Background: an optimization exercise with open tools, aiming at small area and a short achievable clock period. Do not read the settings as production practice. Function was checked by simulation only, so behaviour that the tests miss may differ from the original. Power and IR drop assume default switching activity.

`flow/design.v`:
```
module mips8_engine (
    input  wire        clk,
    input  wire        reset,
    input  wire        host_rf_we,
    input  wire [4:0]  host_rf_idx,
    input  wire [31:0] host_rf_wdata,
    input  wire        host_rf_wpresent,
    output wire [31:0] host_rf_rdata,
    output wire        host_rf_rpresent,
    output wire        imem_req,
    output wire [31:0] imem_addr,
    input  wire        imem_valid,
    input  wire [63:0] imem_data,
    output wire        dmem_re,
    output wire        dmem_we,
    output wire [31:0] dmem_addr,
    output wire [31:0] dmem_wdata,
    input  wire [31:0] dmem_rdata,
    input  wire        dmem_present,
    output wire [7:0]  report_occ,
    output wire        report_stall,
    output wire        finished,
    output wire [2:0]  fault_code,
    output wire [31:0] fault_value,
    output wire [63:0] fault_word
);
    localparam [2:0] F_NONE    = 3'd0;
    localparam [2:0] F_ILLEGAL = 3'd1;
    localparam [2:0] F_REGABS  = 3'd2;
    localparam [2:0] F_MEMABS  = 3'd3;
    localparam [2:0] F_FETCH   = 3'd4;
    reg [31:0] rf      [0:31];
    reg [31:0] rf_present;
    wire [1023:0] rf_flat;
    genvar gi;
    generate
        for (gi = 0; gi < 32; gi = gi + 1) begin : g_flat
            assign rf_flat[32*gi +: 32] = rf[gi];
        end
    endgenerate
    reg [31:0] fetch_ptr;
    reg        finished_r;
    reg        stopped_r;        
    reg [2:0]  fault_code_r;
    reg        if1_v;
    reg [63:0] if1_instr;
    reg        if2_v;
    reg [63:0] if2_instr;
    reg        id_v;
    reg        id_stall;         
    reg        id_sub;
    reg        id_load;
    reg        id_store;
    reg        id_branch;
    reg        id_alu_reg;       
    reg        id_we;            
    reg        id_rr2;           
    reg [4:0]  id_rs;
    reg [4:0]  id_rt;
    reg [4:0]  id_wreg;
    reg [31:0] id_k;             
    reg [31:0] id_v1;            
    reg        id_p1;            
    reg [4:0]  id_s1;            
    reg        id_nz1;           
    reg [31:0] id_v2;            
    reg        id_p2;
    reg [4:0]  id_s2;
    reg        ex_v;
    reg        ex_we;
    reg        ex_load;
    reg        ex_store;
    reg [4:0]  ex_wreg;
    reg [31:0] ex_alu;
    reg [31:0] ex_opval2;
    reg        m1_v, m2_v, m3_v;
    reg        m1_we, m2_we, m3_we;
    reg [4:0]  m1_wreg, m2_wreg, m3_wreg;
    reg [31:0] m1_val, m2_val, m3_val;
    reg        ex_nz;                  
    reg        m1_nz, m2_nz, m3_nz;    
    wire running = !reset && !stopped_r;
    wire wb_v  = m3_v && m3_we;           
    wire wb_we = running && wb_v;          
    assign dmem_re    = running && ex_v && ex_load;
    assign dmem_we    = running && ex_v && ex_store;
    assign dmem_addr  = ex_alu;
    assign dmem_wdata = ex_opval2;
    wire mem_fault = dmem_re && !dmem_present;
    wire stall_cycle = id_v && id_stall;
    wire exec        = id_v && !id_stall;
    wire [31:0] opval1 = ({32{id_s1[0]}} & ex_alu)
                       | ({32{id_s1[1]}} & m1_val)
                       | ({32{id_s1[2]}} & m2_val)
                       | ({32{id_s1[3]}} & m3_val)
                       | ({32{id_s1[4]}} & id_v1);
    wire        pres1  = !id_s1[4] || id_p1;
    wire [31:0] opval2 = ({32{id_s2[0]}} & ex_alu)
                       | ({32{id_s2[1]}} & m1_val)
                       | ({32{id_s2[2]}} & m2_val)
                       | ({32{id_s2[3]}} & m3_val)
                       | ({32{id_s2[4]}} & id_v2);
    wire        pres2  = !id_s2[4] || id_p2;
    wire reg_fault1 = exec && !pres1;
    wire reg_fault2 = exec && id_rr2 && !pres2;
    wire reg_fault  = reg_fault1 || reg_fault2;
    wire [31:0] alu_b   = id_alu_reg ? opval2 : id_k;
    wire [31:0] alu_bx  = alu_b ^ {32{id_sub}};
    wire [31:0] alu_res;
    m8_add32 u_alu_add (.a(opval1), .b(alu_bx), .cin(id_sub), .s(alu_res));
    wire        alu_zero = ((opval1 ^ alu_bx) ^ {opval1[30:0] | alu_bx[30:0], id_sub}) == 32'd0;
    wire        nz1     = (id_s1[0] && ex_nz) || (id_s1[1] && m1_nz) ||
                          (id_s1[2] && m2_nz) || (id_s1[3] && m3_nz) ||
                          (id_s1[4] && id_nz1);
    wire        taken   = exec && id_branch && nz1;
    wire [7:0]  d_rd  = if2_instr[55:48];
    wire [7:0]  d_rs  = if2_instr[47:40];
    wire [7:0]  d_rt  = if2_instr[39:32];
    wire [31:0] d_imm = if2_instr[31:0];
    wire f_add_r = (if2_instr & 64'hFF00_0000_FFFF_FFFF) == 64'h0000_0000_0000_0000;
    wire f_add_l = (if2_instr & 64'hFF00_00FF_0000_0000) == 64'h0800_0000_0000_0000;
    wire f_sub_r = (if2_instr & 64'hFF00_0000_FFFF_FFFF) == 64'h1000_0000_0000_0000;
    wire f_sub_l = (if2_instr & 64'hFF00_00FF_0000_0000) == 64'h1800_0000_0000_0000;
    wire f_load  = (if2_instr & 64'hFFFF_0000_0000_0000) == 64'h2000_0000_0000_0000;
    wire f_store = (if2_instr & 64'hFFFF_0000_0000_0000) == 64'h3000_0000_0000_0000;
    wire f_bnz   = (if2_instr & 64'hFFFF_00FF_0000_0000) == 64'h4000_0000_0000_0000;
    wire d_arith  = f_add_r || f_add_l || f_sub_r || f_sub_l;
    wire d_reg2   = f_add_r || f_sub_r || f_store;           
    wire d_uses_rt = f_add_r || f_sub_r || f_load || f_store;
    wire d_regs_ok = (d_rs[7:5] == 3'd0)
                  && (!d_arith   || d_rd[7:5] == 3'd0)
                  && (!d_uses_rt || d_rt[7:5] == 3'd0);
    wire d_legal  = (d_arith || f_load || f_store || f_bnz) && d_regs_ok;
    wire [4:0] d_wreg = f_load ? d_rt[4:0] : d_rd[4:0];
    wire       d_we   = d_arith || f_load;
    wire [31:0] if2_pc    = fetch_ptr + {31'h7FFF_FFFF, !if1_v};
    wire [31:0] id_target = if2_pc + d_imm;
    wire illegal_fault = !stall_cycle && running && if2_v && !d_legal;
    wire e_hit  = exec && id_load &&
                  (id_wreg == d_rs[4:0] || (d_reg2 && id_wreg == d_rt[4:0]));
    wire m1_hit = ex_v && ex_load &&
                  (ex_wreg == d_rs[4:0] || (d_reg2 && ex_wreg == d_rt[4:0]));
    wire d_stall = e_hit || m1_hit;
    wire [4:0]  r1_idx  = stall_cycle ? id_rs : d_rs[4:0];
    wire [4:0]  r2_idx  = finished_r ? host_rf_idx :
                          stall_cycle ? id_rt : d_rt[4:0];
    wire [31:0] oh1;
    wire [31:0] rf_rd1;
    wire        rf_rp1;
    m8_dec5 u_dec1 (.a(r1_idx), .y(oh1));
    mips8_rf_sel u_rd1 (
        .rf_flat (rf_flat),
        .rf_pres (rf_present),
        .line    (oh1),
        .rdata   (rf_rd1),
        .rpresent(rf_rp1)
    );
    wire [4:0]  r2_pipe = stall_cycle ? id_rt : d_rt[4:0];
    wire [31:0] rf_rd2;
    wire        rf_rp2;
    mips8_rf_read2 u_rd2 (
        .rf_flat (rf_flat),
        .rf_pres (rf_present),
        .host    (finished_r),
        .host_idx(host_rf_idx),
        .pipe_idx(r2_pipe),
        .rdata   (rf_rd2),
        .rpresent(rf_rp2)
    );
    assign host_rf_rdata    = rf_rd2;
    assign host_rf_rpresent = rf_rp2;
    function [4:0] fsel;
        input [4:0] r;
        begin
            if (exec && id_we && !id_load && id_wreg == r) fsel = 5'b00001;
            else if (ex_v && ex_we && ex_wreg == r)        fsel = 5'b00010;
            else if (m1_v && m1_we && m1_wreg == r)        fsel = 5'b00100;
            else if (m2_v && m2_we && m2_wreg == r)        fsel = 5'b01000;
            else                                           fsel = 5'b10000;
        end
    endfunction
    wire        wb_hit1 = wb_v && m3_wreg == r1_idx;
    wire        wb_hit2 = wb_v && m3_wreg == r2_idx;
    wire [31:0] n_v1    = wb_hit1 ? m3_val : rf_rd1;
    wire        n_p1    = wb_hit1 || rf_rp1;
    wire [31:0] n_v2    = wb_hit2 ? m3_val : rf_rd2;
    wire        n_p2    = wb_hit2 || rf_rp2;
    wire        n_nz1   = wb_hit1 ? m3_nz : (rf_rd1 != 32'd0);
    wire [4:0]  n_s1    = fsel(r1_idx);
    wire [4:0]  n_s2    = fsel(r2_idx);
    wire [31:0] fp = taken ? id_k : fetch_ptr;
    assign imem_req  = running && !stall_cycle && !mem_fault && !reg_fault && !illegal_fault;
    assign imem_addr = fp;
    wire fetch_fault = imem_req && fp[31];
    wire fetch_ok    = !fp[31] && imem_valid;
    wire any_fault = mem_fault || reg_fault || illegal_fault || fetch_fault;
    wire adv       = running && !any_fault;      
    wire adv_front = adv && !stall_cycle;        
    assign report_stall  = running && stall_cycle;
    assign report_occ[0] = running && (stall_cycle ? if1_v : fetch_ok);
    assign report_occ[1] = running && (stall_cycle ? if2_v : (if1_v && !taken));
    assign report_occ[2] = running && (stall_cycle ? 1'b1  : (if2_v && !taken));
    assign report_occ[3] = running && exec;
    assign report_occ[4] = running && ex_v;
    assign report_occ[5] = running && m1_v;
    assign report_occ[6] = running && m2_v;
    assign report_occ[7] = running && m3_v;
    assign finished    = finished_r;
    assign fault_code  = fault_code_r;
    assign fault_value = fetch_ptr;
    assign fault_word  = if2_instr;
    wire [31:0] fault_val = mem_fault     ? ex_alu :
                            reg_fault     ? {27'd0, reg_fault1 ? id_rs : id_rt} :
                            illegal_fault ? if2_pc : fp;
    wire        host_we = reset && host_rf_we;
    wire [31:0] rf_wsel = host_we ? (32'd1 << host_rf_idx) :
                          wb_we   ? (32'd1 << m3_wreg) : 32'd0;
    wire [31:0] rf_wd   = reset ? host_rf_wdata : m3_val;
    wire        rf_wp   = !reset || host_rf_wpresent;
    integer     w;
    always @(posedge clk) begin
        for (w = 0; w < 32; w = w + 1) begin
            if (rf_wsel[w]) begin
                rf[w]         <= rf_wd;
                rf_present[w] <= rf_wp;
            end
        end
    end
    always @(posedge clk) begin
        if (reset) begin
            fault_code_r <= F_NONE;
            stopped_r    <= 1'b0;
        end else if (running) begin
            stopped_r <= any_fault || (!stall_cycle && fin_cond);
        end
        if (!reset && running && any_fault) begin
            if (mem_fault)
                fault_code_r <= F_MEMABS;
            else if (reg_fault)
                fault_code_r <= F_REGABS;
            else if (illegal_fault)
                fault_code_r <= F_ILLEGAL;
            else
                fault_code_r <= F_FETCH;
        end
    end
    wire next_id_v  = if2_v && !taken;
    wire next_if2_v = if1_v && !taken;
    wire fin_cond   = !fetch_ok && !m2_v && !m1_v && !ex_v && !exec
                      && !next_id_v && !next_if2_v;
    always @(posedge clk) begin
        m3_v    <= !reset && m2_v;
        m3_we   <= m2_we;
        m3_wreg <= m2_wreg;
        m3_val  <= m2_val;
        m2_v    <= !reset && m1_v;
        m2_we   <= m1_we;
        m2_wreg <= m1_wreg;
        m2_val  <= m1_val;
        m1_v    <= !reset && ex_v;
        m1_we   <= ex_we;
        m1_wreg <= ex_wreg;
        m1_val  <= ex_load ? dmem_rdata : ex_alu;
        m1_nz   <= ex_load ? (dmem_rdata != 32'd0) : ex_nz;
        ex_nz   <= !alu_zero;
        m2_nz   <= m1_nz;
        m3_nz   <= m2_nz;
        ex_v      <= !reset && exec;       
        ex_we     <= id_we;
        ex_load   <= id_load;
        ex_store  <= id_store;
        ex_wreg   <= id_wreg;
        ex_opval2 <= opval2;
    end
    always @(posedge clk) begin
        ex_alu <= alu_res;
        id_v1  <= n_v1;
        id_p1  <= n_p1;
        id_nz1 <= n_nz1;
        id_s1  <= n_s1;
        id_v2  <= n_v2;
        id_p2  <= n_p2;
        id_s2  <= n_s2;
    end
    always @(posedge clk) begin
        if (reset) begin
            fetch_ptr  <= 32'd0;
            finished_r <= 1'b0;
            if1_v <= 1'b0;
            if2_v <= 1'b0;
            id_v  <= 1'b0;
        end else if (running) begin
            if (any_fault) begin
                fetch_ptr <= fault_val;
            end else if (stall_cycle) begin
                id_stall <= 1'b0;
                finished_r <= 1'b0;
            end else begin
                id_v      <= next_id_v;
                id_stall  <= d_stall;
                id_sub    <= f_sub_r || f_sub_l;
                id_load   <= f_load;
                id_store  <= f_store;
                id_branch <= f_bnz;
                id_alu_reg <= f_add_r || f_sub_r;
                id_we     <= d_we;
                id_rr2    <= d_reg2;
                id_rs     <= d_rs[4:0];
                id_rt     <= d_rt[4:0];
                id_wreg   <= d_wreg;
                id_k      <= f_bnz ? id_target : d_imm;
                if2_v     <= next_if2_v;
                if2_instr <= if1_instr;
                if1_v <= fetch_ok;
                if (fetch_ok) begin
                    if1_instr <= imem_data;
                    fetch_ptr <= fp + 32'd1;
                end else begin
                    fetch_ptr <= fp;
                end
                finished_r <= fin_cond;
            end
        end
    end
endmodule
module mips8_rf_read2 (
    input  wire [1023:0] rf_flat,
    input  wire [31:0]   rf_pres,
    input  wire          host,
    input  wire [4:0]    host_idx,
    input  wire [4:0]    pipe_idx,
    output wire [31:0]   rdata,
    output wire          rpresent
);
    wire [3:0] ha, pa;
    wire [7:0] hb, pb;
    m8_dec2 u_ha (.en(host),  .a(host_idx[1:0]), .y(ha));
    m8_dec2 u_pa (.en(!host), .a(pipe_idx[1:0]), .y(pa));
    m8_dec3 u_hb (.a(host_idx[4:2]), .y(hb));
    m8_dec3 u_pb (.a(pipe_idx[4:2]), .y(pb));
    wire [31:0] line;
    genvar i;
    generate
        for (i = 0; i < 32; i = i + 1) begin : g_line
            m8_a22o u_l (.a1(ha[i % 4]), .a2(hb[i / 4]), .b1(pa[i % 4]), .b2(pb[i / 4]),
                         .y(line[i]));
        end
    endgenerate
    mips8_rf_sel u_sel (
        .rf_flat (rf_flat),
        .rf_pres (rf_pres),
        .line    (line),
        .rdata   (rdata),
        .rpresent(rpresent)
    );
endmodule
module m8_dec2 (input wire en, input wire [1:0] a, output wire [3:0] y);
    assign y = en ? (4'd1 << a) : 4'd0;
endmodule
module m8_dec3 (input wire [2:0] a, output wire [7:0] y);
    assign y = 8'd1 << a;
endmodule
module m8_a22o (input wire a1, input wire a2, input wire b1, input wire b2, output wire y);
    assign y = (a1 & a2) | (b1 & b2);
endmodule
module m8_ao8 (input wire [7:0] l, input wire [7:0] d, output wire y);
    assign y = |(l & d);
endmodule
module m8_nor2 (input wire a, input wire b, output wire y);
    assign y = !(a | b);
endmodule
module m8_nand2 (input wire a, input wire b, output wire y);
    assign y = !(a & b);
endmodule
module mips8_rf_sel (
    input  wire [1023:0] rf_flat,
    input  wire [31:0]   rf_pres,
    input  wire [31:0]   line,
    output wire [31:0]   rdata,
    output wire          rpresent
);
    genvar i, b;
    generate
        for (b = 0; b < 33; b = b + 1) begin : g_bit
            wire [31:0] d;
            if (b < 32) begin : g_d
                for (i = 0; i < 32; i = i + 1) begin : g_r
                    assign d[i] = rf_flat[32*i + b];
                end
            end else begin : g_p
                assign d = rf_pres;
            end
            wire [3:0]  u;
            wire [1:0]  v;
            for (i = 0; i < 4; i = i + 1) begin : g_u
                m8_ao8 u_u (.l(line[8*i +: 8]), .d(d[8*i +: 8]), .y(u[i]));
            end
            m8_nor2  u_v0 (.a(u[0]), .b(u[1]), .y(v[0]));
            m8_nor2  u_v1 (.a(u[2]), .b(u[3]), .y(v[1]));
            if (b < 32) begin : g_o
                m8_nand2 u_o (.a(v[0]), .b(v[1]), .y(rdata[b]));
            end else begin : g_op
                m8_nand2 u_o (.a(v[0]), .b(v[1]), .y(rpresent));
            end
        end
    endgenerate
endmodule
module m8_dec5 (input wire [4:0] a, output wire [31:0] y);
    assign y = 32'd1 << a;
endmodule
module m8_add32 (input wire [31:0] a, input wire [31:0] b, input wire cin,
                 output wire [31:0] s);
    wire [31:0] p = a ^ b;
    wire [31:0] g0 = {a[31:1] & b[31:1], (a[0] & b[0]) | (p[0] & cin)};
    wire [31:0] gu [0:5];
    wire [31:0] pu [0:5];
    assign gu[0] = g0;
    assign pu[0] = p;
    genvar l, i;
    generate
        for (l = 1; l <= 5; l = l + 1) begin : g_up
            for (i = 0; i < 32; i = i + 1) begin : g_b
                if ((i % (1 << l)) == (1 << l) - 1) begin : g_node
                    assign gu[l][i] = gu[l-1][i] | (pu[l-1][i] & gu[l-1][i - (1 << (l-1))]);
                    assign pu[l][i] = pu[l-1][i] & pu[l-1][i - (1 << (l-1))];
                end else begin : g_pass
                    assign gu[l][i] = gu[l-1][i];
                    assign pu[l][i] = pu[l-1][i];
                end
            end
        end
    endgenerate
    wire [31:0] gd [0:5];
    assign gd[5] = gu[5];
    generate
        for (l = 4; l >= 0; l = l - 1) begin : g_dn
            for (i = 0; i < 32; i = i + 1) begin : g_b
                if (i >= (1 << (l+1)) && (i % (1 << (l+1))) == (1 << l) - 1) begin : g_node
                    assign gd[l][i] = gu[l][i] | (pu[l][i] & gd[l+1][i - (1 << l)]);
                end else begin : g_pass
                    assign gd[l][i] = gd[l+1][i];
                end
            end
        end
    endgenerate
    assign s = p ^ {gd[0][30:0], cin};
endmodule
```
`flow/flow/run.sh`:
```
#!/bin/bash
# The standard layout (the standard.sh: standard synthesis, floorplan,
# placement, CTS, routing, finish), with one change: before global placement
# flow/pre_gpl.tcl marks the delay cells and clock buffers don't-use for that
# step, so buffer_ports puts a buf_1 (not a delay cell) on every input and
# output port. Each tool's log is kept under orfs/logs/ as usual; make's own
# output goes to flow_make.log.
set -euo pipefail
export PRE_GLOBAL_PLACE_TCL="$PWD/flow/pre_gpl.tcl"
bash standard.sh finish > flow_make.log 2>&1
```
`flow/flow/pre_gpl.tcl`:
```
# Before global placement: keep buffer_ports from picking delay cells or clock
# buffers for the port buffers, so it puts a buf_1 on every port.
set_dont_use {sky130_fd_sc_hd__clkdlybuf4s* sky130_fd_sc_hd__dlygate* sky130_fd_sc_hd__dlymetal* sky130_fd_sc_hd__clkbuf_*}
```
`flow/standard.sh`:
```
#!/bin/bash
# synth_recipe.tcl (not shown) runs the flow's synth.tcl, then flattens the netlist and writes it again
# the make line also repeats each setting of config.mk as NAME=value (left out here)
make -C /OpenROAD-flow-scripts/flow DESIGN_CONFIG=/design/flow/config.mk WORK_HOME=/design/flow/orfs CLKGATE_MAP_FILE= SYNTH_SCRIPT=/design/flow/synth_recipe.tcl "${@:-finish}"
```
`flow/config.mk`:
```
export PLATFORM = sky130hd
export DESIGN_NAME = mips8_engine
export DESIGN_NICKNAME = mips8_engine
export VERILOG_FILES = /design/flow/design.v
export SDC_FILE = /design/flow/constraint.sdc
export NUM_CORES = 4
export LEC_CHECK = 0
export CAP_MARGIN = 20
export CORE_MARGIN = 2
export CORE_UTILIZATION = 60
export CTS_CLUSTER_DIAMETER = 80
export CTS_CLUSTER_SIZE = 20
export SETUP_SLACK_MARGIN = 4.7
export SLEW_MARGIN = 20
export SYNTH_HIERARCHICAL = 1
export SYNTH_MINIMUM_KEEP_SIZE = 0
```
`flow/constraint.sdc`:
```
create_clock -name core_clock -period 11.0 [get_ports {clk}]
set_input_delay 2.2000 -clock core_clock [delete_from_list [all_inputs] [get_ports {clk}]]
set_output_delay 2.2000 -clock core_clock [all_outputs]
set_load 0.01 [all_outputs]
```
==> parameters.txt, run 1 <==
Parameter                              Value

Timing
  Setup repair after global routing missed its margin    true
  Tightest Pin Transition    1.224 ns
  Maximum operating frequency    0.1493 GHz
  Clock Skew    0.03465 ns
  Final Hold Violating Endpoints    0
  Count of pins over their slew limit    0
  Accumulated negative setup slack    0 ns
  Final worst path period share    60.89%
  Endpoints failing setup    0
  Worst slew margin    18.43%
  Tmin final    6.698 ns

Clocking
  CTS H-tree depth    3
  Clk root buf    clkbuf_16
  Clock tree from TritonCTS    done
  Worst skew pair latency    0.74 ns
  Clock buffers created by TritonCTS    89
  Clock Path Buffers    3
  Clk slew on worst S/H paths    0.08 ns
  Sinks on Clock Net    1550

Run status
  Outcome  timing/DRC/antenna clean

Setup path
  Critical Path Most Common Cell    buf_4
  Class of the most critical setup path    input port to flop
  Slowest-stage cell, CP    nor2_4
  Worst path max stage delay    0.44 ns
  Max FO, Critical Path    7
  Worst Path Required    11.61 ns
  Crit. End Element    flop
  Arrival time of the worst setup path    7.30 ns
  Type of origin of the critical path    input port

Floorplanning
  Row cnt    123
  Starting density of the core    60.35%
  Core ar.    0.1122 mm2
  DIE AREA    0.1156 mm2
  Die Ht    339.9 um
  IO Pins    380
  Die X-Extent    339.9 um

Yosys
  Async set-or-reset flop fraction in the synthesized netlist    0%
  Count of unique library cells instantiated by Yosys    94
  Yosys synthesis warning count    9
  Instance count of the mapped netlist    5103
  Sequential-to-total area share from yosys stat    64.19%
  Count of state elements after synthesis    1550
  Synthesized net count    5353
  Summed instance area of the synthesized netlist    0.06771 mm2
  Post-synth EDFFs    1242
  Average footprint of a synthesized cell    13.27 um2
  Commonest register cell after synthesis    edfxtp_1

Finish
  Max reg flops    1024
  Net total in the final layout    5997
  Biggest register    rf
  Share of post-route cells with drive strength above 1    16.18%
  Post-synthesis to final-layout area growth    16.38%
  Top Registers    rf: 1024 flops, if1_instr: 64 flops, if2_instr: 64 flops

Routing
  Residual DRC    0
  Vias after detailed routing    54630
  First drt pass iteration count    13
  Post-detailed-route wirelength per cell    36.03 um
  Post-DRT Antenna Nets    0
  Vias per Instance    7.480
  Number of DRC markers in iteration 0    9949
  Wire length after detailed routing    263100 um

Global route
  Maximum number of pins on one net before global-route repair    76
  Overall routing resource usage    43.55%
  Wire length of the first global-routing pass    361400 um
  Number of global-route vias before repair    50070
  Initial antenna violation count    13
  GR Overflow Total    0

Pwr
  Standby leakage power    26.49 nW
  Power Density    173.6 mW/mm2
  Overall power after layout    13.68 mW
  Maximum resistive drop on vdd    0.1752 mV

Job
  MaxCap Viol Count    0

Placed design
  Global placer's final weighted congestion    1.007
  Placed wire-length estimate after detailed placement    168500 um
  Count of input and output buffers    379

Hold path
  Hold Path Class    flop to flop
[worst max-delay path: cells and delay by family]
family                 cells  cell delay, ns
muxes                      1            0.28
and+or+nand+nor            4            1.23
AOI/OAI and AO/OA          2            0.50
buffers and inverters     25            3.09
[timing repair]
| action | 4_1_cts | 5_1_grt |
|---|---|---|
| hold buffers | 0 | 0 |
| gates cloned | 26 | 9 |
| endpoints found under the hold margin | 0 | 0 |
| setup endpoints to repair | 215 | 111 |
| pin swaps | 159 | 149 |
| buffers inserted | 81 | 46 |
| gates resized for setup | 467 | 122 |
[cell families after synthesis]
logic type      after synthesis  share of synthesized area [%]
fa+ha+maj                   111                          2.251
flops                      1550                          64.19
buf+inv                     254                          1.480
mux                         193                          3.152
xor+xnor                    233                          3.014
compound gates             1551                          16.79
simple gates               1211                          9.129
[synthesized netlist by cell type (14+ instances only)]
cell type / instances / share of area, %
edfxtp_1: 1242 / 55
o211ai_1: 15 / 0.17
nor2_1: 292 / 1.6
clkbuf_1: 85 / 0.47
nor3_1: 29 / 0.21
nand2b_1: 15 / 0.14
a22oi_1: 1126 / 12
xnor2_1: 86 / 1.1
a211oi_1: 29 / 0.32
mux2_2: 142 / 2.4
o22ai_1: 34 / 0.31
and2_1: 14 / 0.13
mux2i_1: 44 / 0.65
xor2_1: 147 / 1.9
nand3_1: 39 / 0.29
buf_2: 19 / 0.14
nor4_1: 35 / 0.32
nand2_1: 339 / 1.9
ha_1: 93 / 1.7
dfxtp_1: 308 / 9.1
a21o_1: 34 / 0.38
a21oi_1: 80 / 0.59
fa_1: 18 / 0.53
a22o_1: 32 / 0.41
inv_1: 132 / 0.73
nand4_1: 332 / 3.1
a222oi_1: 34 / 0.50
a31oi_1: 46 / 0.43
o21ai_0: 64 / 0.47
[layout by cell type (no fill, tap or decap), drive strengths merged, types with 74 or more instances in the layout]
master	instances
edfxtp	1242
a22oi	1126
buf	660
nand2	340
nand4	334
dfxtp	308
nor2	292
xor2	147
mux2	147
inv	136
clkbuf	136
ha	93
xnor2	86
a21oi	83
o21ai	74
[path summary, 6_finish.rpt]
kind | startpoint | endpoint | slack, ns | cells after the start
max | host_rf_idx[0] | id_v2[21] | 4.30 | 32
min reg2reg | id_store | ex_store | 0.35 | 0
max reg2reg | id_v | id_v2[21] | 4.40 | 34
min | id_store | ex_store | 0.35 | 0
[final cells by class]
| class | count | area [um2] |
|---|---|---|
| Antenna cell | 6 | 15.01 |
| Clock buffer | 127 | 2485 |
| Clock inverter | 14 | 172.7 |
| Fill cell | 7778 | 33390 |
| Inverter | 133 | 516.7 |
| Multi-Input combinational cell | 3302 | 25320 |
| Sequential cell | 1550 | 43460 |
| Tap cell | 1500 | 1877 |
| Timing Repair Buffer | 670 | 4951 |
| Timing Repair inverter | 1 | 5.005 |
[power breakdown]
group          total (mW)  switching (mW)  internal (mW)
Sequential           7.45           0.509           6.94
Combinational        2.66            1.78          0.882
Clock                3.57            1.94           1.63
Total                13.7            4.23           9.45
[modules after synthesis (local to each module, per instance), a selection]
| module | cell area (um2) | copies in the design |
|---|---|---|
| mips8_engine | 55370 | 1 |
| m8_ao8 | 36.28 | 264 |
| m8_add32 | 1311 | 1 |
| m8_nor2 | 3.754 | 132 |
| m8_a22o | 8.758 | 32 |
| mips8_rf_read2 | 3.754 | 1 |
| m8_dec3 | 65.06 | 2 |
| m8_dec5 | 214.0 | 1 |
| m8_nand2 | 3.754 | 66 |
| m8_dec2 | 37.54 | 2 |
[per-stage QoR]
step,instances,setup slack (ns),hold WS [ns],utilization [%],instance area (um2)
floorplan,5103,4.849,0.3233,-,67710
global placement,6986,2.488,0.3285,64.01,71820
detailed placement,6990,2.286,0.3269,64.11,71920
CTS,7238,4.550,0.3458,69.21,77650
global route,7298,4.385,0.3602,70.23,78790
finish,7303,4.302,0.3461,70.24,78800
[layer usage]
metal | track usage, % | part of all wire, % | vias up | wire length, um
li1 | - | - | 22030 | -
met1 | 58.83 | 35 | 26780 | 91820
met2 | 63.79 | 43 | 4843 | 113100
met3 | 14.44 | 16 | 963 | 41450
met4 | 20.85 | 6.3 | 10 | 16640
met5 | 0 | 0.028 | - | 74
==> run 2, diff against run 1 <==
--- a/flow/config.mk
+++ b/flow/config.mk
@@ -8,5 +8,5 @@
 export CAP_MARGIN = 20
 export CORE_MARGIN = 2
-export CORE_UTILIZATION = 60
+export CORE_UTILIZATION = 70
 export CTS_CLUSTER_DIAMETER = 80
 export CTS_CLUSTER_SIZE = 20
==> run 2 against run 1 <==
Net effect: via count grew 4.0%; highest routed layer unchanged; synthesized area did not move; worst hold slack better by 0.013 ns; global-route usage rose by 6.2 points; total power shrank 0.85%; setup slack gained 0.054 ns; largest power group unchanged; flip-flop and latch count stayed put; still clean on timing, DRC and antenna; first-iteration DRC count is 30% higher; register-to-register slack improved by 0.04 ns.
==> parameters.txt, run 2 <==
Parameter                              Value

Run status
  Outcome  timing/DRC/antenna clean

Routing
  Post-detailed-route wirelength per cell    37.41 um (+3.8%)
  Total length of routed met2 wires    110600 um (-2.3%)
  Post-DRT Antenna Nets    0 (unchanged)
  Total length of routed met3 wires    48430 um (+17%)
  Residual DRC    0 (unchanged)
  Vias after detailed routing    56830 (+4.0%)
  Wire length after detailed routing    264600 um (+0.55%)
  Vias per Instance    8.036 (+7.4%)
  First drt pass iteration count    14 (+1)
  Number of DRC markers in iteration 0    12930 (+30%)
  Met1 wire length    81520 um (-11%)
  Highest metal layer with signal wires    met5

Clocking
  Clk slew on worst S/H paths    0.08 ns (about the same)
  Worst skew pair latency    0.73 ns (about the same)
  Clock buffers created by TritonCTS    88 (-1.1%)
  Number of buffers added to fix hold violations after cts    0 (unchanged)
  Clock Path Buffers    3 (unchanged)
  CTS H-tree depth    3 (unchanged)
  Clock tree from TritonCTS    done
  Clk root buf    clkbuf_16
  Sinks on Clock Net    1550 (unchanged)

Finish
  Net total in the final layout    5975 (-0.37%)
  Biggest register    rf
  Top Registers    rf: 1024 flops, if1_instr: 64 flops, if2_instr: 64 flops
  Most common library cell in the layout ignoring fill and taps    edfxtp_1
  Max reg flops    1024 (unchanged)
  Filler-free cell count of the finished design    7072 (-3.2%)
  Commonest cells after routing, fill and taps aside    1242 x edfxtp_1, 1025 x a22oi_1, 375 x buf_1
  Post-synthesis to final-layout area growth    15.13%
  Share of post-route cells with drive strength above 1    15.20% (-0.98 points)

Yosys
  Main combinational cell family by area after synthesis    compound AO/OA/AOI/OAI gates
  Simple-gate area share of the yosys netlist    9.129% (unchanged)
  Multiplexer area fraction after synthesis    3.152% (unchanged)
  Cell type with the largest total area after synthesis    edfxtp_1
  Post-synth top area share    55.08% (unchanged)
  Summed instance area of the synthesized netlist    0.06771 mm2 (unchanged)
  Post-Synth Adder-Cell Area    2.251% (unchanged)
  Leading cell type by number of instances after synthesis    edfxtp_1
  Instance count of the mapped netlist    5103 (unchanged)
  Count of unique library cells instantiated by Yosys    94 (unchanged)
  Leading post-synthesis cells by instance count    1242 x edfxtp_1, 1126 x a22oi_1, 339 x nand2_1, 332 x nand4_1, 308 x dfxtp_1
  Commonest register cell after synthesis    edfxtp_1
  Async set-or-reset flop fraction in the synthesized netlist    0% (unchanged)
  Post-synth EDFFs    1242 (unchanged)
  Yosys synthesis warning count    9 (unchanged)
  Sequential-to-total area share from yosys stat    64.19% (unchanged)
  Average footprint of a synthesized cell    13.27 um2 (unchanged)
  Share of the synthesized area in compound gates (AO/OA/AOI/OAI)    16.79% (unchanged)
  Ranking of synthesized cells by area    edfxtp_1 55%, a22oi_1 12%, dfxtp_1 9.1%
  Post-Synth XOR/XNOR Area    3.014% (unchanged)
  Synthesized net count    5353 (unchanged)
  Count of state elements after synthesis    1550 (unchanged)

Placed design
  Placed wire-length estimate after detailed placement    161600 um (-4.1%)
  Number of placed instances with taps included    6766 (-3.2%)
  Count of input and output buffers    379 (unchanged)
  Global placer's final weighted congestion    1.006 (-0.11%)

Setup path
  Critical Path Most Common Cell    buf_6
  Worst Path Required    8.80 ns (-2.81 ns)
  Max FO, Critical Path    13 (+6)
  Series of cell instances along the critical path    buf_6, nor3b_4, a22o_4, buf_6, a22oi_2, nand4_1, nor2_4, nand2_2, buf_6, buf_6
  Class of the most critical setup path    input port to output port
  Worst path max stage delay    0.42 ns (-0.02 ns)
  Slowest-stage cell, CP    nand4_1
  Arrival time of the worst setup path    4.44 ns (-2.86 ns)
  Type of origin of the critical path    input port
  Crit. End Element    output port

Floorplanning
  DIE AREA    0.09923 mm2 (-14%)
  IO Pins    380 (unchanged)
  Starting density of the core    70.33% (+10 points)
  Row cnt    114 (-7.3%)
  Core ar.    0.09628 mm2 (-14%)
  Die Ht    315.0 um (-7.3%)
  Die X-Extent    315.0 um (-7.3%)

Timing
  Endpoints failing setup    0 (unchanged)
  Final worst path period share    60.41% (-0.49 points)
  Tmin final    6.645 ns (-0.05359 ns)
  Clock Skew    0.03067 ns (-0.003976 ns)
  Accumulated negative setup slack    0 ns (unchanged)
  Final Hold Violating Endpoints    0 (unchanged)
  Worst slew margin    10.66% (-7.8 points)
  Tightest Pin Transition    1.340 ns (+0.1166 ns)
  Count of pins over their slew limit    0 (unchanged)
  Maximum operating frequency    0.1505 GHz (+0.81%)
  Setup repair after global routing missed its margin    true

Global route
  Initial antenna violation count    18 (+5)
  GR Overflow Total    0 (unchanged)
  Overall routing resource usage    49.79% (+6.2 points)
  Number of global-route vias before repair    51920 (+3.7%)
  Maximum number of pins on one net before global-route repair    74 (-2.6%)
  Wire length of the first global-routing pass    353500 um (-2.2%)

Pwr
  Reported net switching power    4.209 mW (-0.46%)
  Relative contribution of the clock network to total power    25.6% (-0.5 points)
  Standby leakage power    26.16 nW (-1.2%)
  Portion of total power attributed to combinational logic    19.5% (about the same)
  Internal cell power    9.353 mW (-1.0%)
  Maximum resistive drop on vdd    0.1893 mV (+8.0%)
  Switching power as a share of total power    31.04% (+0.12 points)
  Power Density    174.0 mW/mm2 (+0.23%)
  Relative contribution of sequential cells to total power    54.9% (+0.5 points)

Job
  MaxCap Viol Count    0 (unchanged)

Hold path
  Hold Path Class    flop to flop
run 2: path summary, 6_finish.rpt:
| check | from | end | slack, ns | cells past startpoint |
|---|---|---|---|---|
| max | host_rf_idx[2] | host_rf_rdata[24] | 4.36 | 10 |
| min | m2_nz | m3_nz | 0.36 | 0 |
| max reg2reg | id_v | id_v2[24] | 4.44 | 34 |
| min reg2reg | m2_nz | m3_nz | 0.36 | 0 |
run 2: per-module statistics from Yosys, one instance, submodules excluded, a selection:
module          times used  cells
mips8_rf_read2           1      1
m8_dec3                  2      8
m8_a22o                 32      1
m8_nor2                132      1
m8_add32                 1    146
m8_dec2                  2      4
m8_nand2                66      1
mips8_engine             1   3335
m8_ao8                 264      5
m8_dec5                  1     47
run 2: per-layer routing:
layer	global-route usage (%)	vias up
met3	19.10	1535
met1	63.38	27060
li1	-	22010
met2	71.49	6214
met4	32.54	8
met5	0.1934	-
run 2: cell families after synthesis:
kind of cell | count (synthesis)
flip-flops | 1550
buffers and inverters | 254
adder cells (fa/ha/maj) | 111
XOR/XNOR | 233
AND/OR/NAND/NOR | 1211
AO/OA/AOI/OAI | 1551
multiplexers | 193
run 2: cell type report:
cell class | instances | area, um2
Antenna cell | 19 | 47.55
Multi-Input combinational cell | 3308 | 25240
Clock inverter | 8 | 106.4
Timing Repair inverter | 1 | 5.005
Tap cell | 1276 | 1597
Fill cell | 5417 | 18330
Inverter | 133 | 520.5
Clock buffer | 134 | 2449
Timing Repair Buffer | 643 | 4528
Sequential cell | 1550 | 43460
run 2: repair_timing:
| item | in CTS | in global routing |
|---|---|---|
| endpoints found under the setup margin | 266 | 47 |
| pin swaps | 66 | 171 |
| gates resized for setup | 290 | 272 |
| setup buffers | 59 | 50 |
| cloned | 13 | 18 |
run 2: power groups by stage:
stage,combinational [mW],sequential [mW],clock (mW)
after CTS,2.35,7.41,3.41
after global routing,2.72,7.45,3.61
after detailed placement,2.22,7.54,0
after global placement,2.18,7.53,0
after floorplan,1.31,7.33,0
final,2.64,7.45,3.47
run 2: critical path: cells and delay by family:
kind                   cells  cell delay, ns
buffers and inverters      4            0.56
AO/OA/AOI/OAI              2            0.50
AND/OR/NAND/NOR            4            1.15
run 2: through the flow:
stage	setup slack (ns)	utilization (%)	instance area, um2	hold slack (ns)	power, mW
2_1_floorplan	4.849	-	67710	0.3233	8.641
3_3_place_gp	2.161	74.16	71400	0.3260	9.708
3_5_place_dp	1.920	74.29	71520	0.3458	9.766
4_1_cts	4.638	78.74	75810	0.3561	13.17
5_1_grt	4.496	80.94	77920	0.3667	13.79
6_report	4.355	80.96	77950	0.3595	13.56

-- re-timing with driven ports --
Ports are ideal in the flow. The routed layouts listed here were re-timed in OpenROAD. Step 1: set_driving_cell puts a clkbuf_16 on clk and a buf_2 on each other input, an assumption about the parent block. Step 2 also shifts input and output timing later by t, the mid clock arrival at the registers, as if the neighbouring blocks saw the same clock. Three values: ideal, step 1, step 2; two values: the first two.
run	t (ns)	setup slack, ns	worst setup path at the end	latest minus earliest clock arrival (ns)	worst data-port slew with drivers (ns)
run 1	0.805	4.302 / 4.251 / 3.494	input to register	0.042 / 0.042	0.10
run 2	0.799	4.355 / 4.234 / 3.530	input to register	0.035 / 0.035	0.17
After both steps every run listed still meets setup and hold. For run 2, which loses most, drivers alone change the setup slack by -0.121 ns; drivers and shift together by -0.825 ns.
